Background: an optimization exercise with open tools, aiming at small area, a short achievable clock period and few clock cycles per item. Do not read the settings as production practice.
Function was checked by simulation only, so behaviour that the tests miss may differ from the original.
No activity file was given, so power comes from the tool's default toggle rates.

`flow/constraint.sdc`:
```
create_clock -name core_clock -period 40.0 [get_ports {clk}]
set_input_delay 8.0000 -clock core_clock [delete_from_list [all_inputs] [get_ports {clk}]]
set_output_delay 8.0000 -clock core_clock [all_outputs]
set_load 0.01 [all_outputs]
```
`flow/config.mk`:
```
export PLATFORM = sky130hd
export DESIGN_NAME = crf_cascade
export DESIGN_NICKNAME = crf_cascade
export VERILOG_FILES = /design/flow/design.v
export SDC_FILE = /design/flow/constraint.sdc
export NUM_CORES = 4
export LEC_CHECK = 0
export CAP_MARGIN = 20
export CORE_MARGIN = 2
export CORE_UTILIZATION = 40
export PLACE_DENSITY = 0.6
export SLEW_MARGIN = 20
```
`flow/run.sh`:
```
#!/bin/bash
# synth_recipe.tcl (not shown) runs the flow's synth.tcl, then flattens the netlist and writes it again
# the make line also repeats each setting of config.mk as NAME=value (left out here)
make -C /OpenROAD-flow-scripts/flow DESIGN_CONFIG=/design/flow/config.mk WORK_HOME=/design/flow/orfs CLKGATE_MAP_FILE= SYNTH_SCRIPT=/design/flow/synth_recipe.tcl finish
```
`flow/design.v`:
```
module fp32_mul_s1 (
    input  wire [31:0]       a,
    input  wire [31:0]       b,
    output wire [47:0]       prod,     
    output wire [4:0]        sh,       
    output wire signed [9:0] etop,     
    output wire              sgn,
    output wire              nan,
    output wire              inf,
    output wire              zero
);
    wire [7:0]  ea = a[30:23], eb = b[30:23];
    wire [22:0] fa = a[22:0],  fb = b[22:0];
    wire ea0 = (ea == 8'd0), eb0 = (eb == 8'd0);
    wire eaf = (ea == 8'hFF), ebf = (eb == 8'hFF);
    wire fa0 = (fa == 23'd0), fb0 = (fb == 23'd0);
    wire a_nan = eaf & ~fa0, b_nan = ebf & ~fb0;
    wire a_inf = eaf & fa0,  b_inf = ebf & fb0;
    wire a_zero = ea0 & fa0, b_zero = eb0 & fb0;
    assign sgn  = a[31] ^ b[31];
    assign nan  = a_nan | b_nan | (a_inf & b_zero) | (b_inf & a_zero);
    assign inf  = ~nan & (a_inf | b_inf);
    assign zero = ~nan & ~inf & (a_zero | b_zero | (ea0 & eb0));
    wire [23:0] ma = {~ea0, fa};
    wire [23:0] mb = {~eb0, fb};
    assign prod = ma * mb;
    function [4:0] lzc23(input [22:0] v);
        reg [22:0] t;
        begin
            t = v;
            lzc23 = 5'd0;
            if (t[22:7] == 0)  begin lzc23 = lzc23 + 5'd16; t = t << 16; end
            if (t[22:15] == 0) begin lzc23 = lzc23 + 5'd8;  t = t << 8;  end
            if (t[22:19] == 0) begin lzc23 = lzc23 + 5'd4;  t = t << 4;  end
            if (t[22:21] == 0) begin lzc23 = lzc23 + 5'd2;  t = t << 2;  end
            if (t[22] == 0)    begin lzc23 = lzc23 + 5'd1;               end
        end
    endfunction
    wire [4:0] la = lzc23(fa) + 5'd1;
    wire [4:0] lb = lzc23(fb) + 5'd1;
    assign sh = ea0 ? la : (eb0 ? lb : 5'd0);
    wire [9:0] xa = ea0 ? 10'd1 : {2'b0, ea};
    wire [9:0] xb = eb0 ? 10'd1 : {2'b0, eb};
    assign etop = $signed(xa + xb - 10'd126 - {5'd0, sh});
endmodule
module fp32_mul_s2 (
    input  wire [47:0]       prod,
    input  wire [4:0]        sh,
    input  wire signed [9:0] etop,
    input  wire              sgn,
    input  wire              nan,
    input  wire              inf,
    input  wire              zero,
    output reg  [31:0]       p
);
    localparam [31:0] QNAN = 32'h7FC00000;
    wire [47:0] q     = prod << sh;
    wire [26:0] g     = q[47:21];
    wire        top47 = q[47];
    wire        stq   = |(prod[20:0] & (21'h1FFFFF >> sh));
    wire signed [10:0] dn = 11'sd2 - {etop[9], etop};    
    reg  [5:0]  k;
    reg  [26:0] gs;
    reg         str;
    reg  [24:0] m;
    reg         rnd;
    reg  [9:0]  ef;
    reg         den;
    always @* begin
        den = (dn > $signed({10'd0, top47}));
        if (!den)
            k = {5'd0, top47} + 6'd1;            
        else if (dn > 11'sd26)
            k = 6'd28;
        else
            k = dn[5:0] + 6'd1;
        if (k >= 6'd27) begin
            gs  = 27'd0;
            str = |g;
        end else begin
            gs  = g >> k;
            str = |(g & ~(27'h7FFFFFF << k));
        end
        rnd = gs[0] & (stq | str | gs[1]);
        m   = {1'b0, gs[24:1]} + {24'd0, rnd};
        ef  = den ? 10'd1 : (etop[9:0] - 10'd1 + {9'd0, top47});
        if (m[24])
            ef = ef + 10'd1;
        else if (!m[23])
            ef = 10'd0;
        if (nan)
            p = QNAN;
        else if (inf)
            p = {sgn, 8'hFF, 23'd0};
        else if (zero)
            p = {sgn, 31'd0};
        else if (ef >= 10'd255)
            p = {sgn, 8'hFF, 23'd0};
        else
            p = {sgn, ef[7:0], m[22:0]};
    end
endmodule
module fp32_add_s1 (
    input  wire [31:0] a,
    input  wire [31:0] b,
    output reg  [27:0] s,        
    output wire [7:0]  ex,       
    output reg         rs,       
    output wire        nan,
    output wire        inf,
    output wire        infs      
);
    wire a_nan = (a[30:23] == 8'hFF) && (a[22:0] != 0);
    wire b_nan = (b[30:23] == 8'hFF) && (b[22:0] != 0);
    wire a_inf = (a[30:23] == 8'hFF) && (a[22:0] == 0);
    wire b_inf = (b[30:23] == 8'hFF) && (b[22:0] == 0);
    assign nan  = a_nan | b_nan | (a_inf & b_inf & (a[31] ^ b[31]));
    assign inf  = a_inf | b_inf;
    assign infs = a_inf ? a[31] : b[31];
    wire        swap = (b[30:0] > a[30:0]);
    wire [31:0] x = swap ? b : a;
    wire [31:0] y = swap ? a : b;
    wire [23:0] mx = {(x[30:23] != 0), x[22:0]};
    wire [23:0] my = {(y[30:23] != 0), y[22:0]};
    wire [7:0]  exx = (x[30:23] == 0) ? 8'd1 : x[30:23];
    wire [7:0]  eyy = (y[30:23] == 0) ? 8'd1 : y[30:23];
    wire [7:0]  d  = exx - eyy;
    assign ex = exx;
    reg  [26:0] wb;
    always @* begin
        if (d > 8'd26)
            wb = {26'd0, (my != 0)};
        else
            wb = ({my, 3'b000} >> d) | {26'd0, |({my, 3'b000} & ~(27'h7FFFFFF << d))};
        if (x[31] == y[31]) s = {1'b0, mx, 3'b000} + {1'b0, wb};
        else                s = {1'b0, mx, 3'b000} - {1'b0, wb};
        rs = x[31];
        if (s == 28'd0 && x[31] != y[31])
            rs = 1'b0;               
    end
endmodule
module fp32_add_s2 (
    input  wire [27:0] s,
    input  wire [7:0]  ex,
    input  wire        rs,
    input  wire        nan,
    input  wire        inf,
    input  wire        infs,
    output reg  [31:0] r
);
    localparam [31:0] QNAN = 32'h7FC00000;
    function [4:0] lzc27(input [26:0] v);
        reg [26:0] t;
        begin
            t = v;
            lzc27 = 5'd0;
            if (t[26:11] == 0) begin lzc27 = lzc27 + 5'd16; t = t << 16; end
            if (t[26:19] == 0) begin lzc27 = lzc27 + 5'd8;  t = t << 8;  end
            if (t[26:23] == 0) begin lzc27 = lzc27 + 5'd4;  t = t << 4;  end
            if (t[26:25] == 0) begin lzc27 = lzc27 + 5'd2;  t = t << 2;  end
            if (t[26] == 0)    begin lzc27 = lzc27 + 5'd1;               end
        end
    endfunction
    reg [26:0] n;
    reg [9:0]  e;
    reg [4:0]  lz;
    reg [7:0]  shl;
    reg        rnd;
    reg [24:0] m;
    always @* begin
        lz  = lzc27(s[26:0]);
        shl = 8'd0;
        if (s[27]) begin
            n   = {s[27:2], s[1] | s[0]};
            e   = {2'b0, ex} + 10'd1;
        end else begin
            shl = ({3'd0, lz} < ex) ? {3'd0, lz} : ex - 8'd1;
            n   = s[26:0] << shl;
            e   = {2'b0, ex} - {2'b0, shl};
        end
        rnd = n[2] & (n[1] | n[0] | n[3]);
        m   = {1'b0, n[26:3]} + {24'd0, rnd};
        if (m[24])
            e = e + 10'd1;
        if (nan)
            r = QNAN;
        else if (inf)
            r = {infs, 8'hFF, 23'd0};
        else if (e >= 10'd255)
            r = {rs, 8'hFF, 23'd0};
        else
            r = {rs, (m[23] | m[24]) ? e[7:0] : 8'd0, m[22:0]};
    end
endmodule
module crf_cascade (
    input  wire        clk,
    input  wire        rst,         
    input  wire        init,        
    input  wire        cfg_we,      
    input  wire [3:0]  cfg_addr,    
    input  wire [31:0] cfg_data,
    input  wire        in_valid,
    output wire        in_ready,
    input  wire [31:0] in_i,
    input  wire [31:0] in_q,
    output reg         out_valid,
    output wire [31:0] out_i,
    output wire [31:0] out_q
);
    reg  [25:0] tok;
    reg  [3:0]  cnt;        
    reg         rdy;
    wire        take = in_valid & rdy;
    assign in_ready = rdy;
    always @(posedge clk) begin
        if (rst) begin
            tok       <= 26'd0;
            cnt       <= 4'd9;
            rdy       <= 1'b1;
            out_valid <= 1'b0;
        end else begin
            tok       <= {tok[24:0], take};
            out_valid <= tok[25];
            if (take) begin
                cnt <= 4'd0;
                rdy <= 1'b0;
            end else begin
                cnt <= (cnt == 4'd10) ? 4'd9 : cnt + 4'd1;
                rdy <= (cnt == 4'd8) || (cnt == 4'd10);
            end
        end
    end
    reg rst_r, init_r;
    always @(posedge clk) begin
        rst_r  <= rst;
        init_r <= init & ~rst;
    end
    wire clr = rst_r | init_r;
    reg [31:0] coef [0:9];
    integer k;
    always @(posedge clk) begin
        for (k = 0; k < 10; k = k + 1) begin
            if (!rst && cfg_we && cfg_addr == k)
                coef[k] <= cfg_data;
            else if (rst_r)
                coef[k] <= 32'd0;
        end
    end
    wire [31:0] c_op =
        ({32{tok[0]}}  & coef[0]) | ({32{tok[2]}}  & coef[1]) |
        ({32{tok[4]}}  & coef[2]) | ({32{tok[6]}}  & coef[3]) |
        ({32{tok[8]}}  & coef[4]) | ({32{tok[13]}} & coef[5]) |
        ({32{tok[15]}} & coef[6]) | ({32{tok[17]}} & coef[7]) |
        ({32{tok[19]}} & coef[8]) | ({32{tok[21]}} & coef[9]);
    wire first = tok[2] | tok[15];                      
    wire sub   = tok[8] | tok[10] | tok[21] | tok[23];  
    crf_lane u_i (
        .clk(clk), .clr(clr), .tok(tok), .first(first), .sub(sub),
        .c_op(c_op), .take(take), .u(in_i), .y(out_i)
    );
    crf_lane u_q (
        .clk(clk), .clr(clr), .tok(tok), .first(first), .sub(sub),
        .c_op(c_op), .take(take), .u(in_q), .y(out_q)
    );
endmodule
module crf_lane (
    input  wire        clk,
    input  wire        clr,
    input  wire [25:0] tok,
    input  wire        first,
    input  wire        sub,
    input  wire [31:0] c_op,
    input  wire        take,
    input  wire [31:0] u,
    output wire [31:0] y
);
    reg [31:0] x0, x1, x2, ya0, ya1, ya2, yb0, yb1;
    reg [31:0] acc;
    assign y = yb0;
    always @(posedge clk) begin
        if (take) begin
            x0 <= u;
            x1 <= clr ? 32'd0 : x0;
            x2 <= clr ? 32'd0 : x1;
        end else if (clr) begin
            x0 <= 32'd0; x1 <= 32'd0; x2 <= 32'd0;
        end
        if (clr) begin
            ya0 <= 32'd0; ya1 <= 32'd0; ya2 <= 32'd0;
            yb0 <= 32'd0; yb1 <= 32'd0;
        end else begin
            if (tok[12]) begin
                ya0 <= acc; ya1 <= ya0; ya2 <= ya1;
            end
            if (tok[25]) begin
                yb0 <= acc; yb1 <= yb0;
            end
        end
    end
    wire [31:0] d_op =
        ({32{tok[0]}}  & x0)  | ({32{tok[2]}}  & x1)  |
        ({32{tok[4]}}  & x2)  | ({32{tok[6]}}  & ya0) |
        ({32{tok[8]}}  & ya1) | ({32{tok[13]}} & ya0) |
        ({32{tok[15]}} & ya1) | ({32{tok[17]}} & ya2) |
        ({32{tok[19]}} & yb0) | ({32{tok[21]}} & yb1);
    wire [47:0]       m_prod;
    wire [4:0]        m_sh;
    wire signed [9:0] m_etop;
    wire              m_sgn, m_nan, m_inf, m_zero;
    fp32_mul_s1 u_m1 (
        .a(c_op), .b(d_op), .prod(m_prod), .sh(m_sh), .etop(m_etop),
        .sgn(m_sgn), .nan(m_nan), .inf(m_inf), .zero(m_zero)
    );
    reg [47:0]       r_prod;
    reg [4:0]        r_sh;
    reg signed [9:0] r_etop;
    reg              r_sgn, r_nan, r_inf, r_zero;
    always @(posedge clk) begin
        r_prod <= m_prod; r_sh <= m_sh; r_etop <= m_etop;
        r_sgn <= m_sgn; r_nan <= m_nan; r_inf <= m_inf; r_zero <= m_zero;
    end
    wire [31:0] m_p;
    fp32_mul_s2 u_m2 (
        .prod(r_prod), .sh(r_sh), .etop(r_etop), .sgn(r_sgn),
        .nan(r_nan), .inf(r_inf), .zero(r_zero), .p(m_p)
    );
    reg [31:0] prd;
    always @(posedge clk) prd <= m_p;
    wire [31:0] a_op = first ? 32'h80000000 : acc;
    wire [31:0] b_op = {prd[31] ^ sub, prd[30:0]};
    wire [27:0] a_s;
    wire [7:0]  a_ex;
    wire        a_rs, a_nan, a_inf, a_infs;
    fp32_add_s1 u_a1 (
        .a(a_op), .b(b_op), .s(a_s), .ex(a_ex), .rs(a_rs),
        .nan(a_nan), .inf(a_inf), .infs(a_infs)
    );
    reg [27:0] r_s;
    reg [7:0]  r_ex;
    reg        r_rs, r_anan, r_ainf, r_ainfs;
    always @(posedge clk) begin
        r_s <= a_s; r_ex <= a_ex; r_rs <= a_rs;
        r_anan <= a_nan; r_ainf <= a_inf; r_ainfs <= a_infs;
    end
    wire [31:0] a_r;
    fp32_add_s2 u_a2 (
        .s(r_s), .ex(r_ex), .rs(r_rs), .nan(r_anan), .inf(r_ainf), .infs(r_ainfs),
        .r(a_r)
    );
    always @(posedge clk) acc <= a_r;
endmodule
```
==> reports/metrics.yaml <==
status: "timing/DRC/antenna clean"
worstHoldEndpoint: "tok[10]"
min_path_type: "reg -> reg"
tightest_slew_ns: 1.263
die_area_um2: 291400
vias: 100500
max_freq_mhz: 73.84
num-nets-final: 14560
dp_slack_ns: 26.73
rr_endpoint: "u_i.r_rs"
intPower_w: 0.003011
final-setup-viol-count: 0
netlist_area_um2: 114900
initial_utilization_pct: 40.24
grt_usage_pct: 28.75
fill_cells: 28260
drv_cap: 0
largest_reg_flops: 320
p_seq_share_pct: 28.4
tns_ns: 0
yosysUniqueCellTypes: 129
drt-pass1-iter-count: 9
multi_input_area_um2: 79020
drt_iter0_drc: 10900
power.density_nw_per_um2: 44.19
wl_per_cell_um: 25.74
p_total_w: 0.005519
synth_cells: 13130
rr_startpoint: "tok[2]"
rows: 196
p_switching_w: 0.002508
slowest_stage: "and3_1"
rrSetupSlack_ns: 26.46
slew_violations: 0
cpMostUsedCell: "a21oi_1"
register_area_um2: 28070
placed_area_um2: 120100
first_global_vias: 97690
ant_nets: 0
drive_gt1_share_pct: 7.016
ir_drop_mv: 0.04836
min_from: "tok[9]"
relSlewSlack_pct: 14.93
synth-async-reset-ratio_pct: 0
cp-end-kind: "flip-flop"
dp_cells: 16480
final_area_um2: 124900
syn_nets: 14820
dp_hpwl_mm: 314.0
areaGrowthSynthToFinish_pct: 8.741
final_common_cell: "nand2_1"
arrival_ns: 14.15
place_congestion: 1.008
setup_ws_ns: 26.46
largest-register: "coef"
clock_skew_ns: 0.1320
cts_tree: "done"
final_cells: 16740
largest_registers: "coef (320), u_i.r_prod (48), u_q.r_prod (48)"
insertion_delay_ns: 0.88
rr_worst_depth: 46
drc_errors: 0
cts.sinks: 1208
cts_resized: 0
ys_seq_area_share_pct: 24.40
ys_ff_latch: 1208
cts_buffers: 147
cpPeakStageDelay_ns: 0.79
rsz0062_at_grt: "no"
synth-main-ff-cell: "dfxtp_1"
cp_max_fo: 66
via_per_inst: 6.004
layout_min_cycle_time_ns: 13.54
clk_pin_slew_ns: 0.06
root_buffer: "clkbuf_16"
h-tree-depth: 4
p_clk_share_pct: 24.3
portBuffers: 170
finalHoldViolCount: 0
min_period_over_period_pct: 33.86
grt_max_degree: 94
die_y_um: 539.9
p_sw_share_pct: 45.44
overflow: 0
p_leak_nw: 50.46
clock_path_buffers: 4
io_pins: 171
crit_type: "reg -> reg"
avgSynthCellArea_um2: 8.750
core-area_um2: 285500
grt_pass1_wl_mm: 639.3
wirelength_mm: 430.8
cts_setup_buffers: 0
pwr-share-comb_pct: 47.4
die_x_um: 539.9
holdPathStages: 1
synth_edf_count: 384
startpoint_type: "flip-flop"
postCtsHoldBufs: 0
grt_antenna_before_repair: 31
cp.required_ns: 40.61
layout_common_cells: "1,729 x nand2_1, 1,263 x inv_1, 1,094 x nor2_1, 982 x fa_1, 808 x dfxtp_1"
ys_warn_count: 7
[how the worst max path moves through the flow]
stage                start       end  cells after the start  slack [ns]
finish              tok[2]  u_i.r_rs                     46       26.46
detailed placement  tok[2]  u_i.r_rs                     45       26.73
global placement    tok[2]  u_i.r_rs                     46       26.74
global route        tok[2]  u_i.r_rs                     46       25.39
floorplan           tok[2]  u_i.r_rs                     54       27.43
CTS                 tok[2]  u_i.r_rs                     45       26.71
[Yosys cell counts, drive strengths merged, types with 27 or more instances]
master	instances	area (um^2)
a211o	38	332.8
a211oi	120	918.4
a21o	99	743.2
a21oi	549	2778
a221oi	93	827.0
a222oi	63	630.6
a22o	126	1104
a22oi	248	1862
a31oi	77	503.0
a32oi	27	236.5
and2	508	3178
and3	144	900.9
and4	29	254.0
buf	207	982.2
clkbuf	621	2331
dfxtp	824	16500
edfxtp	384	11530
fa	982	19660
ha	606	7582
inv	1275	4788
mux2	88	990.9
mux2i	557	5575
mux4	135	3040
nand2	1732	6506
nand2b	61	381.6
nand3	268	1346
nand4	151	944.7
nor2	1114	4212
nor2b	87	544.3
nor3	198	1011
nor4	124	839.6
o211ai	87	663.1
o21a	39	292.8
o21ai	449	2251
o21bai	37	277.8
o22ai	43	269.0
o31ai	45	370.4
or2	53	331.6
or3	63	394.1
or4	51	397.9
xnor2	209	1831
xor2	112	988.4
[per-stage QoR]
| step | util [%] | hold WS (ns) |
|---|---|---|
| after floorplan | - | 0.4137 |
| after global placement | 42.08 | 0.4152 |
| after detailed placement | 42.08 | 0.4220 |
| after CTS | 43.74 | 0.4352 |
| after global routing | 43.75 | 0.4409 |
| final | 43.75 | 0.4330 |
[area by class of cell]
type | count | area share, %
clock inverters | 55 | 0.4748
multi-input cells | 9814 | 63.27
inverters | 1277 | 3.841
diodes | 6 | 0.01202
flip-flops and latches | 1208 | 22.47
well taps | 3762 | 3.769
repair buffers | 416 | 2.859
clock buffers | 201 | 3.303
[metal layers]
layer / wire [um] / global-route usage (%) / vias to the layer above
met5: 81 / 0 / -
met4: 23500 / 13.51 / 14
met3: 40010 / 5.898 / 1000
met2: 193500 / 45.57 / 4782
met1: 173800 / 37.47 / 49840
li1: - / - / 44870
[critical path: cells and delay by family, from the launching register on]
family	cells	cell delay [ns]
and+or+nand+nor	19	5.56
DFF	1	0.59
adders and majority gates	4	1.54
AOI/OAI and AO/OA	21	4.93
buffers and inverters	2	0.69
[power groups by stage]
stage | clock [W] | combinational, W | sequential [W]
6_report | 0.00134 | 0.00262 | 0.00157
5_1_grt | 0.00140 | 0.00281 | 0.00157
4_1_cts | 0.00136 | 0.00254 | 0.00155
3_5_place_dp | 0 | 0.00253 | 0.00158
3_3_place_gp | 0 | 0.00255 | 0.00158
2_1_floorplan | 0 | 0.00184 | 0.00145
[cells by family (layout without fill, tap and decap cells)]
kind of cell / after synthesis / in the layout / synth area share (%)
XOR/XNOR: 321 / 321 / 2.454
buffers and inverters: 2105 / 1949 / 7.060
AND/OR/NAND/NOR: 4675 / 4675 / 19.21
AO/OA/AOI/OAI: 2449 / 2449 / 14.78
multiplexers: 780 / 780 / 8.364
flip-flops: 1208 / 1208 / 24.40
other: 0 / 6 / 0
adder cells (fa/ha/maj): 1589 / 1589 / 23.73
Testbench counts, summed over its fixed seeds: cycles 20,624, items 2,048.

## port drivers added, routing unchanged
No port has a modelled driver above. Below, the same layout with a new extraction and two added sets of constraints.
Step 1 (the two cells are an assumption about what drives the block):
set clk [get_ports {clk}]
set_driving_cell -lib_cell sky130_fd_sc_hd__clkbuf_16 $clk
set_driving_cell -lib_cell sky130_fd_sc_hd__buf_2 [delete_from_list [all_inputs] $clk]
Step 2 also shifts input and output timing later by t, the mid clock arrival at the registers, as if the neighbouring blocks saw the same clock.
Slacks: ideal ports / drivers / drivers and shift; pairs: ideal ports / drivers.
t, ns: 0.911
setup WS [ns]: 26.457 / 26.457 / 26.457
worst hold slack (ns): 0.433 / 0.433 / 0.433
latest minus earliest clock arrival (ns): 0.137 / 0.137
slew at the worst register clock pin (ns): 0.07 / 0.07
After both steps setup and hold are still met in this run. The setup slack of this run moves by 0.000 ns with the drivers and by 0.000 ns with both steps.
